Context: an optimization exercise on an open-source flow, tuned for small area and a short achievable clock period. The choices shown serve that exercise and are no tape-out recipe.
At most, simulation tests tie the RTL to the original design; equivalence was not proved.

==> flow/design.v (excerpt) <==
module stepper_seq (
    input  wire        clk,
    input  wire        rst,           
    input  wire [31:0] now,           
    input  wire        rx_valid,      
    input  wire [7:0]  rx_byte,
    output wire [7:0]  dig,           
    output wire        ev_valid,      
    output wire [3:0]  ev_code,       
    output wire [2:0]  st_phase0,
    output wire [15:0] st_rate0,
    output wire        st_en0,
    output wire        st_moving0,
    output wire [31:0] st_pos0,
    output wire [2:0]  st_phase1,
    output wire [15:0] st_rate1,
    output wire        st_en1,
    output wire [3:0]  st_preset
);
    localparam [31:0] TIMEOUT = 32'd500000;
    reg  [1:0]  preset;         
    reg         wd_watch;       
    reg  [18:0] wd_nlast_lo;    
    reg         wd_dh;          
    reg  [31:13] now_prev;      
    reg         evv, evq;       
    reg         en0, s0, mv0, hm0, sp0, ls0, cp0;
    reg  [1:0]  m0;
    reg  [3:0]  rem0;
    reg  [31:0] q0;
    reg         en1, s1, ls1;
    reg  [1:0]  m1;
    reg  [1:0]  q1;
    wire [32:0] pc;
    wire [31:0] pos;
    assign pc[0] = ls0;
    genvar gi;
    generate for (gi = 0; gi < 32; gi = gi + 1) begin : g_pos
        assign pos[gi]  = q0[gi] ^ pc[gi];
        assign pc[gi+1] = pc[gi] & (q0[gi] ^ s0);
    end endgenerate
    wire [1:0]  ph1 = q1 + {ls1 & s1, ls1};
    wire [7:0] b = rx_byte;
    wire is_fwd   = rx_valid && (b == 8'h77 || b == 8'h57);             
    wire is_rev   = rx_valid && (b == 8'h73 || b == 8'h53);             
    wire is_left  = rx_valid && (b == 8'h61 || b == 8'h41);             
  ...
clock: 65.0 ns
lec_check: 0
abc_area: 1
cap_margin: 40
core_margin: 2
core_utilization: 65
cts_buf_list: sky130_fd_sc_hd__clkbuf_4 sky130_fd_sc_hd__clkbuf_8
place_density: 0.75
slew_margin: 60
standard.sh (not shown) runs the stock make flow with config.mk's settings and CLKGATE_MAP_FILE= SYNTH_SCRIPT=/design/flow/synth_recipe.tcl, a recipe that flattens the netlist after the stock synthesis.
==> flow/flow/run.sh <==
#!/bin/bash
# The standard layout, with two changes to how it is made:
# - the port buffers are the smallest buffer cell (buffer_ports otherwise
#   picks sky130_fd_sc_hd__clkdlybuf4s50_1);
# - clock tree synthesis adds no dummy loads to balance the tree.
set -euo pipefail
export BUFFER_PORTS_ARGS="-buffer_cell sky130_fd_sc_hd__buf_1"
export CTS_ARGS="-sink_clustering_enable -repair_clock_nets -dont_use_dummy_load -buf_list sky130_fd_sc_hd__clkbuf_4"
bash standard.sh > standard.log 2>&1
Rerun with:
--- a/flow/design.v
+++ b/flow/design.v
@@ -49,58 +49,59 @@
     assign eqm = ~|(x ^ zeros) & (bot ? hi_eqm : hi_eq0);
 endmodule
 module lo_diff #(
     parameter LO = 13
 ) (
     input  wire [LO-1:0] now_lo,
-    input  wire [LO-1:0] nlast_lo,    
+    input  wire [LO-1:0] last_lo,
     input  wire          dh,
     input  wire          eq0, eqp, eqm,
     output wire [LO-1:0] y,
-    output wire          b,           
-    output wire          in_win       
-);
-    wire [LO-1:0] g0 = now_lo & nlast_lo;     
-    wire [LO-1:0] p0 = now_lo ^ nlast_lo;     
+    output wire          b,         
+    output wire          in_win     
+);
+    wire [LO-1:0] nn = ~now_lo;
+    wire [LO-1:0] g0 = last_lo & nn;
+    wire [LO-1:0] p0 = last_lo ^ nn;
     reg  [LO-1:0] G, P;
     integer lvl, j;
     always @(*) begin
         G = g0; P = p0;
         for (lvl = 1; lvl < LO; lvl = lvl * 2)
             for (j = LO - 1; j >= 0; j = j - 1)
                 if ((j / lvl) % 2 == 1) begin
                     G[j] = G[j] | (P[j] & G[(j / lvl) * lvl - 1]);
                     P[j] = P[j] & P[(j / lvl) * lvl - 1];
                 end
     end
-    wire [LO:0] c = {G | P, 1'b1};
-    assign y = p0 ^ c[LO-1:0];
-    assign b = ~c[LO];
+    wire [LO:0] c = {G, 1'b0};           
+    assign y = ~(p0 ^ c[LO-1:0]);
+    assign b = c[LO];
     assign in_win = (b == dh) ? eq0 : b ? eqp : eqm;
 endmodule
 module stepper_channel (
     input  wire        clk,
     input  wire [12:0] now_lo,
     input  wire        eq0, eqp, eqm,  
     input  wire [1:0]  mcode,          
     input  wire        load,           
     output wire        due             
 );
-    reg [12:0] nlast_lo;    
+    reg [12:0] last_lo;
     reg        dh;
     wire [12:0] y;
     wire        b, in_win;
-    lo_diff #(.LO(13)) u_d (.now_lo(now_lo), .nlast_lo(nlast_lo), .dh(dh),
+    lo_diff #(.LO(13)) u_d (.now_lo(now_lo), .last_lo(last_lo), .dh(dh),
                             .eq0(eq0), .eqp(eqp), .eqm(eqm),
                             .y(y), .b(b), .in_win(in_win));
     wire lt5000 = in_win & (y < 13'd5000);
     wire lt2000 = in_win & (y < 13'd2000);
     wire lt1250 = in_win & (y < 13'd1250);
     assign due = ~(mcode[1] ? lt1250 : mcode[0] ? lt2000 : lt5000);
     always @(posedge clk) begin
-        if (load) nlast_lo <= ~now_lo;
+        if (load) last_lo <= now_lo;
         dh <= ~load & b;
     end
 endmodule
 module stepper_seq (
     input  wire        clk,
     input  wire        rst,           
@@ -120,13 +121,13 @@
     output wire        st_en1,
     output wire [3:0]  st_preset
 );
     localparam [31:0] TIMEOUT = 32'd500000;
     reg  [1:0]  preset;         
     reg         wd_watch;       
-    reg  [18:0] wd_nlast_lo;    
+    reg  [18:0] wd_last_lo;     
     reg         wd_dh;          
     reg  [31:13] now_prev;      
     reg         evv, evq;       
     reg         en0, s0, mv0, hm0, sp0, ls0, cp0;
     reg  [1:0]  m0;
     reg  [3:0]  rem0;
@@ -163,13 +164,13 @@
                              .eq0(w_eq0), .eqp(w_eqp), .eqm(w_eqm));
     hi_step_ext u_hc (.now_mid(now[18:13]), .prev_mid(now_prev[18:13]),
                       .hi_eq0(w_eq0), .hi_eqp(w_eqp), .hi_eqm(w_eqm),
                       .eq0(c_eq0), .eqp(c_eqp), .eqm(c_eqm));
     wire [18:0] wd_y;
     wire        wd_b, wd_in;
-    lo_diff #(.LO(19)) u_wd (.now_lo(now[18:0]), .nlast_lo(wd_nlast_lo), .dh(wd_dh),
+    lo_diff #(.LO(19)) u_wd (.now_lo(now[18:0]), .last_lo(wd_last_lo), .dh(wd_dh),
                              .eq0(w_eq0), .eqp(w_eqp), .eqm(w_eqm),
                              .y(wd_y), .b(wd_b), .in_win(wd_in));
     wire        wd_trip = wd_watch & ~valid_dir & ~(wd_in & (wd_y <= TIMEOUT[18:0]));
     wire pos_zero = (pos == 32'd0);
     wire pos_ones = (pos == 32'hFFFFFFFF);
     wire pos_min  = (pos == 32'h80000000);
@@ -225,13 +226,13 @@
             en1      <= en1_d & ~wd_trip;
             ls1      <= step1;
             q1       <= ph1;
         end
         now_prev <= now[31:13];
         if (valid_dir)
-            wd_nlast_lo <= ~now[18:0];
+            wd_last_lo <= now[18:0];
         wd_dh <= ~valid_dir & wd_b;
         evq  <= is_query;
         cp0  <= done0;
         s0   <= s0_d;
         m0   <= m0_d;
         s1   <= s1_d;
Result: The new run finished clean; synthesized area went down by 4.8%; sequential share of layout area went up by 1.4 points; routed wire length went down by 1.1%; non-clock buffer count went down by 2; global-route usage went up by 0.70 points; utilization went up by 0.19 points; via count went down by 8.0%; count of clock-buffer cells in the layout stays the same; cell count went down by 8.1%; clock skew went down by 0.015 ns.
The RTL of the first run of this note was laid out without a check of its function.

stepper_seq, a different RTL version from the one above (not shown whole).
Size: about 130 I/O pins.
==> module stepper_channel, before the edit <==
module stepper_channel (
    input  wire        clk,
    input  wire [31:0] now,
    input  wire [1:0]  mcode,      
    input  wire        load,       
    output wire        due         
);
    reg [31:0] last;
    wire [31:0] elapsed = now - last;
    wire        hi   = |elapsed[31:13];
    wire        ge5000 = hi | (elapsed[12:0] >= 13'd5000);
    wire        ge2000 = hi | (elapsed[12:0] >= 13'd2000);
    wire        ge1250 = hi | (elapsed[12:0] >= 13'd1250);
    assign due = mcode[1] ? ge1250 : mcode[0] ? ge2000 : ge5000;
    always @(posedge clk)
        if (load) last <= now;
endmodule
==> module stepper_seq, before the edit <==
module stepper_seq (
    input  wire        clk,
    input  wire        rst,           
    input  wire [31:0] now,           
    input  wire        rx_valid,      
    input  wire [7:0]  rx_byte,
    output wire [7:0]  dig,           
    output wire        ev_valid,      
    output wire [3:0]  ev_code,       
    output wire [2:0]  st_phase0,
    output wire [15:0] st_rate0,
    output wire        st_en0,
    output wire        st_moving0,
    output wire [31:0] st_pos0,
    output wire [2:0]  st_phase1,
    output wire [15:0] st_rate1,
    output wire        st_en1,
    output wire [3:0]  st_preset
);
    localparam [31:0] TIMEOUT = 32'd500000;
    reg  [1:0]  preset;         
    reg         wd_watch;       
    reg  [31:0] wd_last_valid;
    reg         evv, evq;       
    reg         en0, s0, mv0, hm0, sp0, ls0, cp0;
    reg  [1:0]  m0;
    reg  [3:0]  rem0;
    reg  [31:0] q0;
    reg         en1, s1, ls1;
    reg  [1:0]  m1;
    reg  [1:0]  q1;
    wire [31:0] pos = q0 + {{31{ls0 & s0}}, ls0};
    wire [1:0]  ph1 = q1 + {ls1 & s1, ls1};
    wire [7:0] b = rx_byte;
    wire is_fwd   = rx_valid && (b == 8'h77 || b == 8'h57);             
    wire is_rev   = rx_valid && (b == 8'h73 || b == 8'h53);             
    wire is_left  = rx_valid && (b == 8'h61 || b == 8'h41);             
    wire is_right = rx_valid && (b == 8'h64 || b == 8'h44);             
    wire is_stop  = rx_valid && (b == 8'h78 || b == 8'h58 || b == 8'h20);  
    wire is_pre   = rx_valid && (b >= 8'h31 && b <= 8'h33);             
    wire is_query = rx_valid && (b == 8'h3F);                           
    wire is_jogf  = rx_valid && (b == 8'h2B);                           
    wire is_jogr  = rx_valid && (b == 8'h2D);                           
    wire is_home  = rx_valid && (b == 8'h68 || b == 8'h48);             
    wire drive     = is_fwd | is_rev | is_left | is_right;
    wire set_rate  = drive | is_stop;
    wire jog       = is_jogf | is_jogr;
    wire valid_dir = set_rate | is_pre | is_query | jog | is_home;
    wire [31:0] wd_elapsed = now - wd_last_valid;
    wire        wd_trip = wd_watch & ~valid_dir & (wd_elapsed > TIMEOUT);
    wire pos_zero = (pos == 32'd0);
    wire pos_ones = (pos == 32'hFFFFFFFF);
    wire pos_min  = (pos == 32'h80000000);
    wire mv_start = jog | (is_home & ~pos_zero);      
    wire mv_stop  = is_home & pos_zero;               
    wire       en0_d = set_rate ? drive : mv_start ? 1'b1 : mv_stop ? 1'b0 : en0;
    wire       s0_d  = set_rate ? (is_rev | is_left) :
                       mv_start ? (jog ? is_jogr : ~pos[31]) : s0;
    wire [1:0] m0_d  = set_rate ? preset : mv_start ? 2'd1 : m0;
    wire       mv0_d = mv_start | (mv0 & ~set_rate & ~mv_stop);
    wire       new0  = ~en0 & (drive | mv_start);     
    wire at_tgt0 = mv0 & ~set_rate & ~is_home & ~jog &
                   (hm0 ? (sp0 ? pos_ones : pos_zero) : (rem0 == 4'd0));
    wire       en1_d = set_rate ? drive : en1;
    wire       s1_d  = set_rate ? (is_rev | is_right) : s1;
    wire [1:0] m1_d  = set_rate ? preset : m1;
    wire       new1  = ~en1 & drive;
    wire due0, due1;
    wire tick0 = en0_d & ~wd_trip & ~new0 & due0;
    wire tick1 = en1_d & ~wd_trip & ~new1 & due1;
    wire done0 = tick0 & at_tgt0;
    wire step0 = tick0 & ~at_tgt0;
    wire step1 = tick1;
    stepper_channel u_t0 (.clk(clk), .now(now), .mcode(m0_d),
                          .load(new0 | step0), .due(due0));
    stepper_channel u_t1 (.clk(clk), .now(now), .mcode(m1_d),
                          .load(new1 | step1), .due(due1));
    wire [3:0] rem0_b = jog ? 4'd10 : rem0;
    always @(posedge clk) begin
        if (rst) begin
            preset   <= 2'd0;
            wd_watch <= 1'b0;
            evv      <= 1'b0;
            en0      <= 1'b0;
            mv0      <= 1'b0;
            ls0      <= 1'b0;
            q0       <= 32'd0;
            en1      <= 1'b0;
            ls1      <= 1'b0;
            q1       <= 2'd0;
        end else begin
            if (is_pre)
                preset <= {b[1] & b[0], b[1] & ~b[0]};
            wd_watch <= valid_dir | (wd_watch & ~wd_trip);
            evv      <= is_query | wd_trip;
            en0      <= en0_d & ~wd_trip & ~done0;
            mv0      <= mv0_d & ~wd_trip & ~done0;
            ls0      <= step0;
            q0       <= pos;
            en1      <= en1_d & ~wd_trip;
            ls1      <= step1;
            q1       <= ph1;
        end
        if (valid_dir)
            wd_last_valid <= now;
        evq  <= is_query;
        cp0  <= done0;
        s0   <= s0_d;
        m0   <= m0_d;
        s1   <= s1_d;
        m1   <= m1_d;
        if (mv_start) begin
            hm0 <= is_home;
            sp0 <= pos_min;
        end
        rem0 <= step0 ? rem0_b - 4'd1 : rem0_b;
    end
    reg [3:0] pat0;
    always @(*) begin
        case (pos[2:0])
            3'd0: pat0 = 4'h1;
            3'd1: pat0 = 4'h3;
            3'd2: pat0 = 4'h2;
            3'd3: pat0 = 4'h6;
            3'd4: pat0 = 4'h4;
            3'd5: pat0 = 4'hC;
            3'd6: pat0 = 4'h8;
            default: pat0 = 4'h9;
        endcase
    end
    wire [3:0] pat1 = 4'h1 << ph1;
    assign dig = {en1 ? pat1 : 4'h0, en0 ? pat0 : 4'h0};
    assign ev_valid = evv;
    assign ev_code  = {1'b0, evq, ~evq, ~evq};
    function [15:0] rate_val(input en, input s, input [1:0] m);
        reg [15:0] mag;
        begin
            mag = m[1] ? 16'd800 : m[0] ? 16'd500 : 16'd200;
            rate_val = ~en ? 16'd0 : s ? (~mag + 16'd1) : mag;
        end
    endfunction
    assign st_pos0    = q0;
    assign st_phase0  = q0[2:0];
    assign st_en0     = en0 | cp0;
    assign st_moving0 = mv0 | cp0;
    assign st_rate0   = rate_val(en0 | cp0, s0, m0);
    assign st_phase1  = {1'b0, q1};
    assign st_en1     = en1;
    assign st_rate1   = rate_val(en1, s1, m1);
    assign st_preset  = {2'b00, preset};
endmodule
export LEC_CHECK = 0
export CAP_MARGIN = 20
export CORE_MARGIN = 2
export CORE_UTILIZATION = 40
export SLEW_MARGIN = 20
create_clock -name core_clock -period 65.0 [get_ports {clk}]
run.sh (not shown) runs the stock make flow with config.mk's settings and CLKGATE_MAP_FILE= SYNTH_SCRIPT=/design/flow/synth_recipe.tcl, a recipe that flattens the netlist after the stock synthesis.
Stock flow here: none of the scripts above is used.
Change:
--- a/flow/design.v
+++ b/flow/design.v
@@ -5,16 +5,38 @@
     input  wire        load,       
     output wire        due         
 );
     reg [31:0] last;
-    wire [31:0] elapsed = now - last;
-    wire        hi   = |elapsed[31:13];
-    wire        ge5000 = hi | (elapsed[12:0] >= 13'd5000);
-    wire        ge2000 = hi | (elapsed[12:0] >= 13'd2000);
-    wire        ge1250 = hi | (elapsed[12:0] >= 13'd1250);
-    assign due = mcode[1] ? ge1250 : mcode[0] ? ge2000 : ge5000;
+    wire [12:0] y;
+    wire        hz;
+    wsub_split #(.LO(13)) u_w (.a(now), .b(last), .lo(y), .hi_zero(hz));
+    wire lt5000 = hz & (y < 13'd5000);
+    wire lt2000 = hz & (y < 13'd2000);
+    wire lt1250 = hz & (y < 13'd1250);
+    assign due = ~(mcode[1] ? lt1250 : mcode[0] ? lt2000 : lt5000);
     always @(posedge clk)
         if (load) last <= now;
+endmodule
+module wsub_split #(
+    parameter LO = 13
+) (
+    input  wire [31:0]   a,
+    input  wire [31:0]   b,
+    output wire [LO-1:0] lo,
+    output wire          hi_zero
+);
+    localparam HI = 32 - LO;
+    wire [LO:0] dl = {1'b0, a[LO-1:0]} - {1'b0, b[LO-1:0]};
+    assign lo = dl[LO-1:0];
+    wire borrow = dl[LO];
+    wire [HI-1:0] ah = a[31:LO], bh = b[31:LO];
+    wire [HI-1:0] f;
+    assign f[0] = ah[0] ^ bh[0] ^ borrow;
+    genvar i;
+    generate for (i = 1; i < HI; i = i + 1) begin : g_hi
+        assign f[i] = ah[i] ^ bh[i] ^ (bh[i-1] & ~ah[i-1]);
+    end endgenerate
+    assign hi_zero = ~|f;
 endmodule
 module stepper_seq (
     input  wire        clk,
     input  wire        rst,           
@@ -45,9 +67,16 @@
     reg  [31:0] q0;
     reg         en1, s1, ls1;
     reg  [1:0]  m1;
     reg  [1:0]  q1;
-    wire [31:0] pos = q0 + {{31{ls0 & s0}}, ls0};
+    wire [32:0] pc;
+    wire [31:0] pos;
+    assign pc[0] = ls0;
+    genvar gi;
+    generate for (gi = 0; gi < 32; gi = gi + 1) begin : g_pos
+        assign pos[gi]  = q0[gi] ^ pc[gi];
+        assign pc[gi+1] = pc[gi] & (q0[gi] ^ s0);
+    end endgenerate
     wire [1:0]  ph1 = q1 + {ls1 & s1, ls1};
     wire [7:0] b = rx_byte;
     wire is_fwd   = rx_valid && (b == 8'h77 || b == 8'h57);             
     wire is_rev   = rx_valid && (b == 8'h73 || b == 8'h53);             
@@ -62,10 +91,12 @@
     wire drive     = is_fwd | is_rev | is_left | is_right;
     wire set_rate  = drive | is_stop;
     wire jog       = is_jogf | is_jogr;
     wire valid_dir = set_rate | is_pre | is_query | jog | is_home;
-    wire [31:0] wd_elapsed = now - wd_last_valid;
-    wire        wd_trip = wd_watch & ~valid_dir & (wd_elapsed > TIMEOUT);
+    wire [18:0] wd_lo;
+    wire        wd_hz;
+    wsub_split #(.LO(19)) u_wd (.a(now), .b(wd_last_valid), .lo(wd_lo), .hi_zero(wd_hz));
+    wire        wd_trip = wd_watch & ~valid_dir & ~(wd_hz & (wd_lo <= TIMEOUT[18:0]));
     wire pos_zero = (pos == 32'd0);
     wire pos_ones = (pos == 32'hFFFFFFFF);
     wire pos_min  = (pos == 32'h80000000);
     wire mv_start = jog | (is_home & ~pos_zero);      
- die area went down by 12%
- flip-flop and latch count stays the same
- worst setup slack gets better by 0.069 ns
- clock-buffer cell count went up by 1
- sequential share of layout area went up by 3.1 points
- global-route usage went down by 1.3 points
- register-to-register slack gets worse by 0.49 ns
- synthesized area went down by 12%

[port drivers added, routing unchanged]
The results above use ideal ports. As a check the final layouts listed here were re-extracted and re-timed, cells and wires unchanged. Step 1, drivers: a clkbuf_16 drives clk and a buf_2 each remaining input, both assumed. Step 2 adds t to the input delays and takes it off the output delays; t is the mean of the earliest and latest rising clock arrival at the registers after step 1. Input paths then give back, and output paths get back, about the clock's delay inside the block. Three values: no drivers, after step 1, after step 2; two values: the first two.
run | t (ns) | setup WS [ns] | hold WS [ns] | clock arrival spread, ns | worst data-port slew with drivers (ns)
the first run of note 1 | 0.576 | 49.220 / 49.237 / 48.661 | 0.475 / 0.475 / 0.475 | 0.036 / 0.036 | 0.03
the second run of note 1 | 0.574 | 48.669 / 48.685 / 48.112 | 0.469 / 0.469 / 0.469 | 0.023 / 0.023 | 0.03
the first run of note 2 | 0.504 | 47.306 / 47.337 / 46.834 | 0.472 / 0.472 / 0.472 | 0.013 / 0.013 | 0.05
the second run of note 2 | 0.487 | 47.375 / 47.401 / 46.914 | 0.462 / 0.462 / 0.462 | 0.018 / 0.017 | 0.05
After both steps setup and hold are still met in every run listed. For the first run of note 1, which loses most, drivers alone change the setup slack by +0.017 ns; drivers and shift together by -0.559 ns.
